Background: an optimization exercise with open tools, aiming at small area. Do not read the settings as production practice.
The RTL was checked by simulation tests, not by an equivalence proof against the original design.

==> run a <==
Design sd_rx, start of the top module:
module sd_rx (
    input  wire        clk,
    input  wire        rst,           
    input  wire [2:0]  cfg_flog2,     
    input  wire [15:0] cfg_decim,     
    input  wire [15:0] cfg_sps,       
    input  wire [7:0]  cfg_minpre,    
    input  wire [7:0]  cfg_maxerr,    
    input  wire [31:0] cfg_thresh,    
    input  wire        cfg_policy,    
    input  wire        in_valid,
    input  wire [15:0] in_i,
    input  wire [15:0] in_q,
    output reg         mag_valid,
    output reg  [31:0] mag,
    output wire        pkt_valid,
    output wire [79:0] pkt
);
Settings: LEC_CHECK=0, CAP_MARGIN=10, CORE_MARGIN=2, CORE_UTILIZATION=70, PLACE_DENSITY=0.8, SLEW_MARGIN=10; clock period 13.0 ns.
standard.sh (not shown) runs the stock make flow with config.mk's settings and CLKGATE_MAP_FILE= SYNTH_SCRIPT=/design/flow/synth_recipe.tcl, a recipe that flattens the netlist after the stock synthesis.
==> flow/flow/run.sh <==
#!/bin/bash
# Own layout flow: the standard synthesis, then a netlist pass that
# removes inverters around full adders (flow/fa_polarity.py), then the standard flow's
# standard layout with smaller port buffers and a clock tree of clkbuf_8
# without dummy loads. Each tool's output goes to a log file here.
set -euo pipefail
here=$(pwd)
res=$here/orfs/results/$FLOW_PLATFORM/sd_rx/base

bash standard.sh synth > "$here/1_synth.log" 2>&1

python3 flow/fa_polarity.py "$res/1_2_yosys.v" "$res/1_2_yosys.pol.v" > "$here/1_fa_polarity.log" 2>&1
cp "$res/1_2_yosys.v" "$res/1_2_yosys.std.v"
mv "$res/1_2_yosys.pol.v" "$res/1_2_yosys.v"
rm -f "$res/1_synth.odb" "$res/1_synth.sdc"
bash standard.sh synth > "$here/1_synth_odb.log" 2>&1

bash standard.sh \
    "BUFFER_PORTS_ARGS=-buffer_cell sky130_fd_sc_hd__buf_1" \
    "CTS_ARGS=-sink_clustering_enable -repair_clock_nets -buf_list sky130_fd_sc_hd__clkbuf_8 -sink_clustering_size 16 -sink_clustering_max_diameter 60 -dont_use_dummy_load" \
    finish > "$here/2_layout.log" 2>&1
Other scripts of this flow, unchanged in this note and not shown: flow/flow/fa_polarity.py
==> run b: changes against run a <==
Settings changed: CORE_UTILIZATION 70 to 55, PLACE_DENSITY 0.8 to 0.7.
==> run c: changes against run a <==
Settings changed: CORE_UTILIZATION 70 to 55, GPL_TIMING_DRIVEN set to 0, PLACE_DENSITY 0.8 to 0.7.
==> run d: changes against run a <==
--- a/flow/design.v
+++ b/flow/design.v
@@ -70,21 +70,20 @@
     input  wire [15:0] sps,
     input  wire [7:0]  minpre,
     input  wire [7:0]  maxerr,
     input  wire        policy,       
     output wire        delivered,
     output wire [79:0] pkt
 );
-    localparam ST_SEARCH = 3'd0;     
-    localparam ST_ARMED  = 3'd4;     
-    localparam ST_LOCK0  = 3'd1;     
-    localparam ST_LOCK1  = 3'd2;     
-    localparam ST_DECODE = 3'd3;
-    reg  [2:0]   st;
-    wire         armed = st[2];
+    localparam ST_SEARCH = 2'd0;
+    localparam ST_LOCK0  = 2'd1;     
+    localparam ST_LOCK1  = 2'd2;     
+    localparam ST_DECODE = 2'd3;
+    reg  [1:0]   st;
+    reg          armed;
     reg          prev;
     reg  [16:0]  ec;         
     reg  [7:0]   cc;         
     reg  [79:0]  ra, rb;
     reg          ptr;        
     reg          hold_valid;
     reg          ok;         
@@ -133,15 +132,15 @@
                 ok <= ok && (lvl != new0);
             end
         end
     end
     always @(posedge clk) begin
         if (feed) begin
             case (st)
-            ST_SEARCH, ST_ARMED:
+            ST_SEARCH:
                 if (!armed || edge_seen)
                     ec <= 17'd1;
                 else
                     ec <= ec_next;
             ST_LOCK0:
                 if (edge_seen)
                     ec <= 17'd1;
@@ -156,71 +155,74 @@
                     ec <= ec_next;
             endcase
         end
     end
     always @(posedge clk) begin
         if (rst) begin
             st         <= ST_SEARCH;
+            armed      <= 1'b0;
             prev       <= 1'b0;
             cc         <= 8'd0;
             ptr        <= 1'b0;
             hold_valid <= 1'b0;
         end else if (feed) begin
             case (st)
             ST_SEARCH: begin
-                if (edge_seen)
-                    st <= ST_ARMED;
-            end
-            ST_ARMED: begin
-                if (edge_seen) begin
+                if (!armed) begin
+                    if (edge_seen)
+                        armed <= 1'b1;
+                end else if (edge_seen) begin
                     if (on_cadence) begin
                         cc <= cc_next;
                         if (cc_next == minpre)
                             st <= ST_LOCK0;
                     end else begin
                         cc <= 8'd0;
                     end
                 end else if (timed_out) begin
-                    cc <= 8'd0;
-                    st <= ST_SEARCH;
+                    cc    <= 8'd0;
+                    armed <= 1'b0;
                 end
             end
             ST_LOCK0: begin
                 if (edge_seen) begin
                     if (!on_cadence) begin
-                        st    <= ST_ARMED;
+                        st    <= ST_SEARCH;
                         cc    <= 8'd0;
+                        armed <= 1'b1;
                     end
                 end else if (timed_out) begin
                     if (!lvl) begin
                         st <= ST_LOCK1;
                     end else begin
                         st    <= ST_SEARCH;
                         cc    <= 8'd0;
+                        armed <= 1'b0;
                     end
                 end
             end
             ST_LOCK1: begin
                 if (first) begin
                     st <= ST_DECODE;
                     cc <= 8'd1;
                 end
             end
-            ST_DECODE: begin
+            default: begin   
                 if (boundary) begin
                     if (last) begin
                         if (valid_pkt && policy) begin
                             if (hold_valid && match) begin
                                 hold_valid <= 1'b0;
                             end else begin
                                 hold_valid <= 1'b1;
                                 ptr        <= !ptr;
                             end
                         end
                         st    <= ST_SEARCH;
+                        armed <= 1'b0;
                         cc    <= 8'd0;
                     end else begin
                         cc <= cc_next;
                     end
                 end
             end
             endcase
@@ -1274,16 +1276,16 @@
     wire s719, c720;
     assign s719 = s659 ^ c658 ^ c718;
     assign c720 = (s659 & c658) | (s659 & c718) | (c658 & c718);
     wire s721, c722;
     assign s721 = s661 ^ c660 ^ c720;
     assign c722 = (s661 & c660) | (s661 & c720) | (c660 & c720);
     wire s723, c724;
-    assign s723 = s663 ^ c662;
-    assign c724 = s663 & c662;
+    assign s723 = s663 ^ c662 ^ c722;
+    assign c724 = (s663 & c662) | (s663 & c722) | (c662 & c722);
     wire s725, c726;
     assign s725 = s665 ^ c664 ^ c724;
     assign c726 = (s665 & c664) | (s665 & c724) | (c664 & c724);
     wire s727, c728;
     assign s727 = s667 ^ c666 ^ c726;
     assign c728 = (s667 & c666) | (s667 & c726) | (c666 & c726);
     wire s729, c730;
@@ -1321,40 +1323,9 @@
     assign c750 = (s689 & c688) | (s689 & c748) | (c688 & c748);
     wire s751, c752;
     assign s751 = s691 ^ c690 ^ c750;
     assign c752 = (s691 & c690) | (s691 & c750) | (c690 & c750);
     wire s753, c754;
     assign s753 = c634 ^ c692 ^ c752;
     assign c754 = (c634 & c692) | (c634 & c752) | (c692 & c752);
-    wire i755 = s723 ^ c722;
-    wire r756 = s723 & c722;
-    wire i757 = s725 ^ r756;
-    wire r758 = s725 & r756;
-    wire i759 = s727 ^ r758;
-    wire r760 = s727 & r758;
-    wire i761 = s729 ^ r760;
-    wire r762 = s729 & r760;
-    wire i763 = s731 ^ r762;
-    wire r764 = s731 & r762;
-    wire i765 = s733 ^ r764;
-    wire r766 = s733 & r764;
-    wire i767 = s735 ^ r766;
-    wire r768 = s735 & r766;
-    wire i769 = s737 ^ r768;
-    wire r770 = s737 & r768;
-    wire i771 = s739 ^ r770;
-    wire r772 = s739 & r770;
-    wire i773 = s741 ^ r772;
-    wire r774 = s741 & r772;
-    wire i775 = s743 ^ r774;
-    wire r776 = s743 & r774;
-    wire i777 = s745 ^ r776;
-    wire r778 = s745 & r776;
-    wire i779 = s747 ^ r778;
-    wire r780 = s747 & r778;
-    wire i781 = s749 ^ r780;
-    wire r782 = s749 & r780;
-    wire i783 = s751 ^ r782;
-    wire r784 = s751 & r782;
-    wire i785 = s753 ^ r784;
-    assign m = {i785, i783, i781, i779, i777, i775, i773, i771, i769, i767, i765, i763, i761, i759, i757, i755, s721, s719, s717, s715, s713, s711, s709, s707, s705, s703, s701, s699, s697, s695, c694, s693};
+    assign m = {s753, s751, s749, s747, s745, s743, s741, s739, s737, s735, s733, s731, s729, s727, s725, s723, s721, s719, s717, s715, s713, s711, s709, s707, s705, s703, s701, s699, s697, s695, c694, s693};
 endmodule
==> flow/flow/run.sh (replaced) <==
#!/bin/bash
# Own layout flow: the standard synthesis, then a netlist pass that
# removes inverters around full adders (flow/fa_polarity.py), then the standard flow's
# standard layout with smaller port buffers and a clock tree of clkbuf_8
# without dummy loads, and the global-route step's power recovery (which
# downsizes cells off the critical paths). Each tool's output goes to a log
# file here.
set -euo pipefail
here=$(pwd)
res=$here/orfs/results/$FLOW_PLATFORM/sd_rx/base

bash standard.sh synth > "$here/1_synth.log" 2>&1

python3 flow/fa_polarity.py "$res/1_2_yosys.v" "$res/1_2_yosys.pol.v" > "$here/1_fa_polarity.log" 2>&1
cp "$res/1_2_yosys.v" "$res/1_2_yosys.std.v"
mv "$res/1_2_yosys.pol.v" "$res/1_2_yosys.v"
rm -f "$res/1_synth.odb" "$res/1_synth.sdc"
bash standard.sh synth > "$here/1_synth_odb.log" 2>&1

bash standard.sh \
    "BUFFER_PORTS_ARGS=-buffer_cell sky130_fd_sc_hd__buf_1" \
    "RECOVER_POWER=100" \
    "CTS_ARGS=-sink_clustering_enable -repair_clock_nets -buf_list sky130_fd_sc_hd__clkbuf_8 -sink_clustering_size 16 -sink_clustering_max_diameter 60 -dont_use_dummy_load" \
    finish > "$here/2_layout.log" 2>&1
Settings changed: CAP_MARGIN 10 to 20, CORE_UTILIZATION 70 to 40, PLACE_DENSITY 0.8 to 0.6, SLEW_MARGIN 10 to 20.
==> run notes <==
HPWL reported at the end of detailed placement=76300 um; Total Routing Usage GR=28.6%; combined buffer and inverter count along the critical path=3; GR Util met1=40.0%; layer with the highest usage after global routing=met2; TritonCTS buffer count=99; Post-Syn Instances=3026; startpoint of the worst hold path=u_fq.hist[235]$_DFFE_PP_; outcome=finished clean; fraction of met3 tracks used by global routing=4.38%; signed area change from the synthesized netlist to the final layout=6.75%; average wire per standard cell=25.3 um; worst slew slack as a fraction of its limit=17.9%; routed length on met3=7390 um
# the run above: run a

==> run notes <==
routed length on met3=6290 um; worst slew slack as a fraction of its limit=-346%; combined buffer and inverter count along the critical path=2; TritonCTS buffer count=110; Post-Syn Instances=3052; outcome=finished with violations; number of slew-limit violations in the final report=997; failing layout criteria=capacitance limit, slew limit; max-cap violations=12; HPWL reported at the end of detailed placement=70700 um
# the run above: run d

==> run notes <==
combined buffer and inverter count along the critical path=3; routed length on met3=5500 um; GR Util met1=32.3%; TritonCTS buffer count=102; outcome=finished clean; startpoint of the worst hold path=u_fq.hist[72]$_DFFE_PP_; HPWL reported at the end of detailed placement=70400 um; signed area change from the synthesized netlist to the final layout=7.44%; average wire per standard cell=22.7 um
# the run above: run b

==> run notes <==
outcome=finished clean; Post-Syn Instances=3026; signed area change from the synthesized netlist to the final layout=8.98%; HPWL reported at the end of detailed placement=79200 um; combined buffer and inverter count along the critical path=3; TritonCTS buffer count=102; routed length on met3=5690 um; worst slew slack as a fraction of its limit=23.8%; layer with the highest usage after global routing=met2; average wire per standard cell=23.7 um
# the run above: run c

==> afterwards: timing with drivers on the ports <==
The flow's constraints put no driver on any port. The routed layouts listed below were extracted and timed again, unchanged, in two steps. Step 1: set_driving_cell puts a clkbuf_16 on clk and a buf_2 on each other input, an assumption about the parent block. Step 2 times the ports against the registers' clock, not the clock port: input delays grow and output delays shrink by t, the midpoint of the rising clock arrivals with the driver on. Three values: ideal ports, drivers, drivers and shift; two values: the first two.
run	t, ns	setup slack, ns	worst setup path at the end	latest minus earliest clock arrival (ns)	worst data-port slew with drivers (ns)
run a	0.760	0.714 / 0.714 / 0.714	register to register	0.149 / 0.149	0.10
run b	0.789	0.945 / 0.945 / 0.945	register to register	0.126 / 0.127	0.13
run c	0.831	0.415 / 0.415 / 0.415	register to register	0.099 / 0.099	0.15
run d	0.871	0.394 / 0.394 / 0.322	input to register	0.129 / 0.129	0.14
The setup slack of run d, which loses most, moves by 0.000 ns with the drivers and by -0.072 ns with both steps.
